This is an optimization exercise on Yosys and OpenROAD, whose aim is small area, a short achievable clock period and few clock cycles, not a production implementation. Function was checked by simulation only, so behaviour that the tests miss may differ from the original.

==> inputs of run a <==
// ctr_drbg
module ctr_drbg (
  input              clk,
  input              rst,
  input              cmd_valid,
  output             cmd_ready,
  input       [31:0] cmd_data,
  input              cmd_last,
  output             rsp_valid,
  input              rsp_ready,
  output      [2:0]  rsp_status,
  output      [31:0] rsp_data,
  output             rsp_last,
  output             cph_req_valid,
  input              cph_req_ready,
  output             cph_req_op,
  output [127:0]     cph_req_key,
  output [127:0]     cph_req_blk,
  input              cph_rsp_valid,
  input              cph_rsp_err,
  input  [127:0]     cph_rsp_data
);
Settings: LEC_CHECK=0, CAP_MARGIN=30, CORE_MARGIN=2, CORE_UTILIZATION=40, SETUP_SLACK_MARGIN=5, SLEW_MARGIN=40; clock period 10.0 ns.
run.sh (not shown) runs the stock make flow with config.mk's settings and CLKGATE_MAP_FILE= SYNTH_SCRIPT=/design/flow/synth_recipe.tcl, a recipe that flattens the netlist after the stock synthesis.
==> run b (differences from run a) <==
--- a/flow/design.v
+++ b/flow/design.v
@@ -55,10 +55,12 @@
   reg  [2:0]   pst;
   reg          cmd_rdy;
   reg  [127:0] pb;
   reg  [1:0]   widx;
   reg          dfi, blk_rdy, fin, pad_pend, pbres, xab;
+  reg          sk_v;                     
+  reg  [31:0]  sk_d;
   reg  [4:0]   xst;
   reg  [127:0] kreg, cv0, cv1, t1r, t2r;
   reg          kv, zv, c0v, c1v, t1v, spend, p1done, xdec;
   reg  [2:0]   gk, pk, x_n;
   reg          fx;                       
@@ -179,10 +181,11 @@
   wire [127:0] xval = xsrc ^ (s_pm ? pb : 128'd0);
   wire [127:0] fwdk = cph_rsp_data ^ (s_fm ? cv1 : 128'd0);
   wire        dfon  = df_op && !xab;
   wire        fw    = (lsum[33:3] == 31'd0) && !(lsum[2] && lsum[1:0] != 2'd0);    
   wire        fw4   = fw && (lsum[2:0] == 3'd4);
+  wire        more8 = (fst == F_DATA) && (lsum[33:4] != 30'd0 || (lsum[3] && lsum[2:0] != 3'd0));
   wire [31:0] dword = !fw ? cmd_data :
                       (lsum[2:0] == 3'd1) ? {cmd_data[31:24], 8'h80, 16'd0} :
                       (lsum[2:0] == 3'd2) ? {cmd_data[31:16], 8'h80, 8'd0} :
                       (lsum[2:0] == 3'd3) ? {cmd_data[31:8], 8'h80} : cmd_data;
   wire [127:0] oslot = rbeat[2] ? cv1 : cv0;
@@ -200,11 +203,12 @@
   reg  [5:0]   req_m1_n;
   reg          req_bad_n, addl_bad_n, bad_n, nk_n, lastlen_n, chk_pend_n, pst_v_n;
   reg  [2:0]   pst_n;
   reg  [127:0] pb_n;
   reg  [1:0]   widx_n;
-  reg          dfi_n, blk_rdy_n, fin_n, pad_pend_n, pbres_n, xab_n;
+  reg          dfi_n, blk_rdy_n, fin_n, pad_pend_n, pbres_n, xab_n, sk_v_n;
+  reg  [31:0]  sk_d_n;
   reg  [4:0]   xst_n, xse;
   reg  [127:0] kreg_n, cv0_n, cv1_n, t1r_n, t2r_n;
   reg          kv_n, zv_n, c0v_n, c1v_n, t1v_n, spend_n, p1done_n, xdec_n;
   reg  [2:0]   gk_n, pk_n, x_n_n;
   reg          fx_n, x_ai_n, x_nk_n, x_pstv_n, x_bad_n, x_fdone_n, blkdone_n;
@@ -293,11 +297,11 @@
     fst_n = fst; h_op_n = h_op; h_ai_n = h_ai; h_ok_n = h_ok; hnew_n = hnew;
     h_sidx_n = h_sidx; lcnt_n = lcnt; lsum_n = lsum; req_m1_n = req_m1;
     req_bad_n = req_bad; addl_bad_n = addl_bad; bad_n = bad; nk_n = nk; lastlen_n = lastlen;
     chk_pend_n = chk_pend; pst_v_n = pst_v; pst_n = pst;
     pb_n = pb; widx_n = widx; dfi_n = dfi; blk_rdy_n = blk_rdy; fin_n = fin;
-    pad_pend_n = pad_pend; pbres_n = pbres; xab_n = xab;
+    pad_pend_n = pad_pend; pbres_n = pbres; xab_n = xab; sk_v_n = sk_v; sk_d_n = sk_d;
     xst_n = xst; kreg_n = kreg; cv0_n = cv0; cv1_n = cv1; t1r_n = t1r; t2r_n = t2r;
     kv_n = kv; zv_n = zv; c0v_n = c0v; c1v_n = c1v; t1v_n = t1v; spend_n = spend;
     p1done_n = p1done; xdec_n = xdec; gk_n = gk; pk_n = pk; x_n_n = x_n;
     fx_n = fx; x_op_n = x_op; x_ai_n = x_ai; x_nk_n = x_nk; x_pstv_n = x_pstv; x_bad_n = x_bad;
     x_fdone_n = x_fdone; x_sidx_n = x_sidx; x_req_n = x_req; x_pst_n = x_pst; blkdone_n = blkdone;
@@ -356,11 +360,15 @@
         pb_n[63:32] = 32'h80000000;
         blk_rdy_n   = 1'b1;
         fin_n       = 1'b1;
       end
     end
-    if (cmd_fire && fst == F_DATA && dfon && lsum != 34'd0) begin
+    if (cmd_fire && fst == F_DATA && dfon && lsum != 34'd0 && blk_rdy) begin
+      sk_v_n = 1'b1;
+      sk_d_n = cmd_data;
+    end
+    if (cmd_fire && fst == F_DATA && dfon && lsum != 34'd0 && !blk_rdy) begin
       case (dfi ? 2'd2 : widx)
         2'd0: pb_n[127:96] = dword;
         2'd1: pb_n[95:64]  = dword;
         2'd2: pb_n[63:32]  = dword;
         default: pb_n[31:0] = dword;
@@ -398,10 +406,11 @@
         dfi_n      = 1'b0;
         widx_n     = 2'd0;
         blk_rdy_n  = 1'b0;
         fin_n      = 1'b0;
         pad_pend_n = 1'b0;
+        sk_v_n     = 1'b0;
         xab_n      = 1'b0;
         if (!c_known || c_nlw0) begin
           if (c_known && !cmd_last) bad_n = 1'b1;
           chk_pend_n = 1'b1;
           fst_n      = cmd_last ? F_DONE : F_DRAIN;
@@ -590,15 +599,16 @@
         if (fin) kv_n = 1'b0;
         xst_n = X_BK1;
       end
       X_BK1: if (ld) begin
         c1v_n      = 1'b0;
-        pb_n       = pad_pend ? {32'h80000000, 96'd0} : 128'd0;
-        widx_n     = pad_pend ? 2'd1 : 2'd0;
+        pb_n       = pad_pend ? {32'h80000000, 96'd0} : sk_v_n ? {sk_d_n, 96'd0} : 128'd0;
+        widx_n     = (pad_pend || sk_v_n) ? 2'd1 : 2'd0;
         blk_rdy_n  = pad_pend;
         fin_n      = pad_pend;
         pad_pend_n = 1'b0;
+        sk_v_n     = 1'b0;
         if (fin) blkdone_n = 1'b1;
         xst_n      = fin ? X_K : X_BK0;
       end
       X_K:  if (ld) begin kv_n = 1'b0; xst_n = X_X1; end
       X_X1: if (ld) begin c1v_n = 1'b0; xst_n = X_X2; end
@@ -717,10 +727,25 @@
       rgen_n  = dgen;
       rstat_n = dstat;
       rbeat_n = 4'd0;
       nbeat_n = dgen ? xw_req[5:2] : 4'd0;
       rlb_n   = xw_req[1:0];
+      if ((!o_v || rsp_ready) && (!dgen || ov0)) begin
+        o_v_n   = 1'b1;
+        o_s_n   = dstat;
+        o_l_n   = (nbeat_n == 4'd0);
+        o_d_n   = !dgen ? 32'd0 :
+                  (nbeat_n != 4'd0) ? cv0[127:96] :
+                  (xw_req[1:0] == 2'd0) ? {cv0[127:120], 24'd0} :
+                  (xw_req[1:0] == 2'd1) ? {cv0[127:112], 16'd0} :
+                  (xw_req[1:0] == 2'd2) ? {cv0[127:104], 8'd0} : cv0[127:96];
+        rbeat_n = 4'd1;
+        if (nbeat_n == 4'd0) begin
+          r_act_n = 1'b0;
+          if (dgen) begin ov0_n = 1'b0; occ0_n = 1'b0; end
+        end
+      end
     end
     if (fx_n) begin
       x_op_n = h_op_n; x_ai_n = h_ai_n; x_sidx_n = h_sidx_n; x_req_n = req_m1_n; x_nk_n = nk_n;
       x_pstv_n = pst_v_n; x_pst_n = pst_n; x_bad_n = bad_n; x_fdone_n = (fst_n == F_DONE || fst_n == F_HDR);
     end
@@ -728,23 +753,24 @@
     st_nx     = xstart_nx ? first_state(h_op_n, h_ai_n) : xst_n;
     req_nx    = xstart_nx ? req_m1_n : x_req_n;
     sel_nx    = selfn(st_nx, kv_n, zv_n, c0v_n, c1v_n, gk_n, pk_n, x_n_n,
                       {1'b0, req_nx[5:4]} + 3'd2);
     cmd_rdy_n = (fst_n == F_HDR) || (fst_n == F_LEN) || (fst_n == F_DRAIN) ||
-                (fst_n == F_DATA && !(df_op && !xab_n &&
-                                      (blk_rdy_n || pbres_n || !(fx_n || xst_n == X_IDLE))));
+                (fst_n == F_DATA && (!(df_op && !xab_n) ||
+                                     (!pbres_n && (fx_n || xst_n == X_IDLE) &&
+                                      (!blk_rdy_n || (!sk_v_n && !pad_pend_n && more8)))));
   end
   always @(posedge clk) begin
     rk0 <= rk1; rk1 <= rk2; rk2 <= rk3;
     rv0 <= rv1; rv1 <= rv2; rv2 <= rv3;
     rk3 <= (rw && cwk) ? (czero ? 128'd0 : t1r) : rk0;
     rv3 <= (rw && cwv) ? (czero ? 128'd0 : t2r) : rv0;
     h_op <= h_op_n; h_ai <= h_ai_n; h_ok <= h_ok_n; h_sidx <= h_sidx_n; lcnt <= lcnt_n;
     lsum <= lsum_n; req_m1 <= req_m1_n; req_bad <= req_bad_n; addl_bad <= addl_bad_n;
     bad <= bad_n; nk <= nk_n; lastlen <= lastlen_n; pst <= pst_n;
     pb <= pb_n; widx <= widx_n; dfi <= dfi_n; blk_rdy <= blk_rdy_n; fin <= fin_n;
-    pad_pend <= pad_pend_n; xab <= xab_n;
+    pad_pend <= pad_pend_n; xab <= xab_n; sk_v <= sk_v_n; sk_d <= sk_d_n;
     kreg <= kreg_n; cv0 <= cv0_n; cv1 <= cv1_n; t1r <= t1r_n; t2r <= t2r_n;
     kv <= kv_n; zv <= zv_n; c0v <= c0v_n; c1v <= c1v_n; t1v <= t1v_n; spend <= spend_n;
     p1done <= p1done_n; xdec <= xdec_n; gk <= gk_n; pk <= pk_n; x_n <= x_n_n;
     x_op <= x_op_n; x_ai <= x_ai_n; x_nk <= x_nk_n; x_pstv <= x_pstv_n; x_bad <= x_bad_n;
     x_fdone <= x_fdone_n; x_sidx <= x_sidx_n; x_req <= x_req_n; x_pst <= x_pst_n;
Settings changed: CORE_UTILIZATION 40 to 55.
==> reports/results.ini <==
[drt]
drtPass1Iterations = 7

[outcome]
status = complete, no violations

[critical_path]
cp_common_cell = nand3_1

[cells_and_area]
multi_input_area_sq_mm = 0.0478

That was run a.
==> reports/results.ini <==
[floorplan]
core_area_sq_mm = 0.192

[power_and_ir_drop]
sequentialPowerShare = 0.393

[outcome]
status = complete, no violations

[drt]
drtPass1Iterations = 9

[cells_and_area]
multi_input_area_sq_mm = 0.0481
nFillCells = 15436

That was run b.
Testbench counts of run a, summed over its fixed seeds: cycles 13,848.
Testbench counts of run b, summed over its fixed seeds: cycles 13,520.

## re-timing with driven ports
No port has a modelled driver above. Below, the same layouts with a new extraction and two added sets of constraints.
Step 1: set_driving_cell puts a clkbuf_16 on clk and a buf_2 on each other input, an assumption about the parent block.
Step 2, shift: input delay + t, output delay - t, t = (earliest + latest rising clock arrival at the registers) / 2. This alone moves slack from input paths to output paths.
Three values: ideal ports, drivers, drivers and shift; two values: the first two.
run	shift t [ns]	setup slack, ns	latest minus earliest clock arrival (ns)	worst register clock-pin slew, ns
run a	1.002	5.010 / 5.010 / 4.085	0.089 / 0.089	0.07 / 0.07
run b	1.002	4.941 / 4.941 / 4.162	0.061 / 0.061	0.07 / 0.07
After both steps every run listed still meets setup and hold. For run a, which loses most, drivers alone change the setup slack by 0.000 ns; drivers and shift together by -0.925 ns.
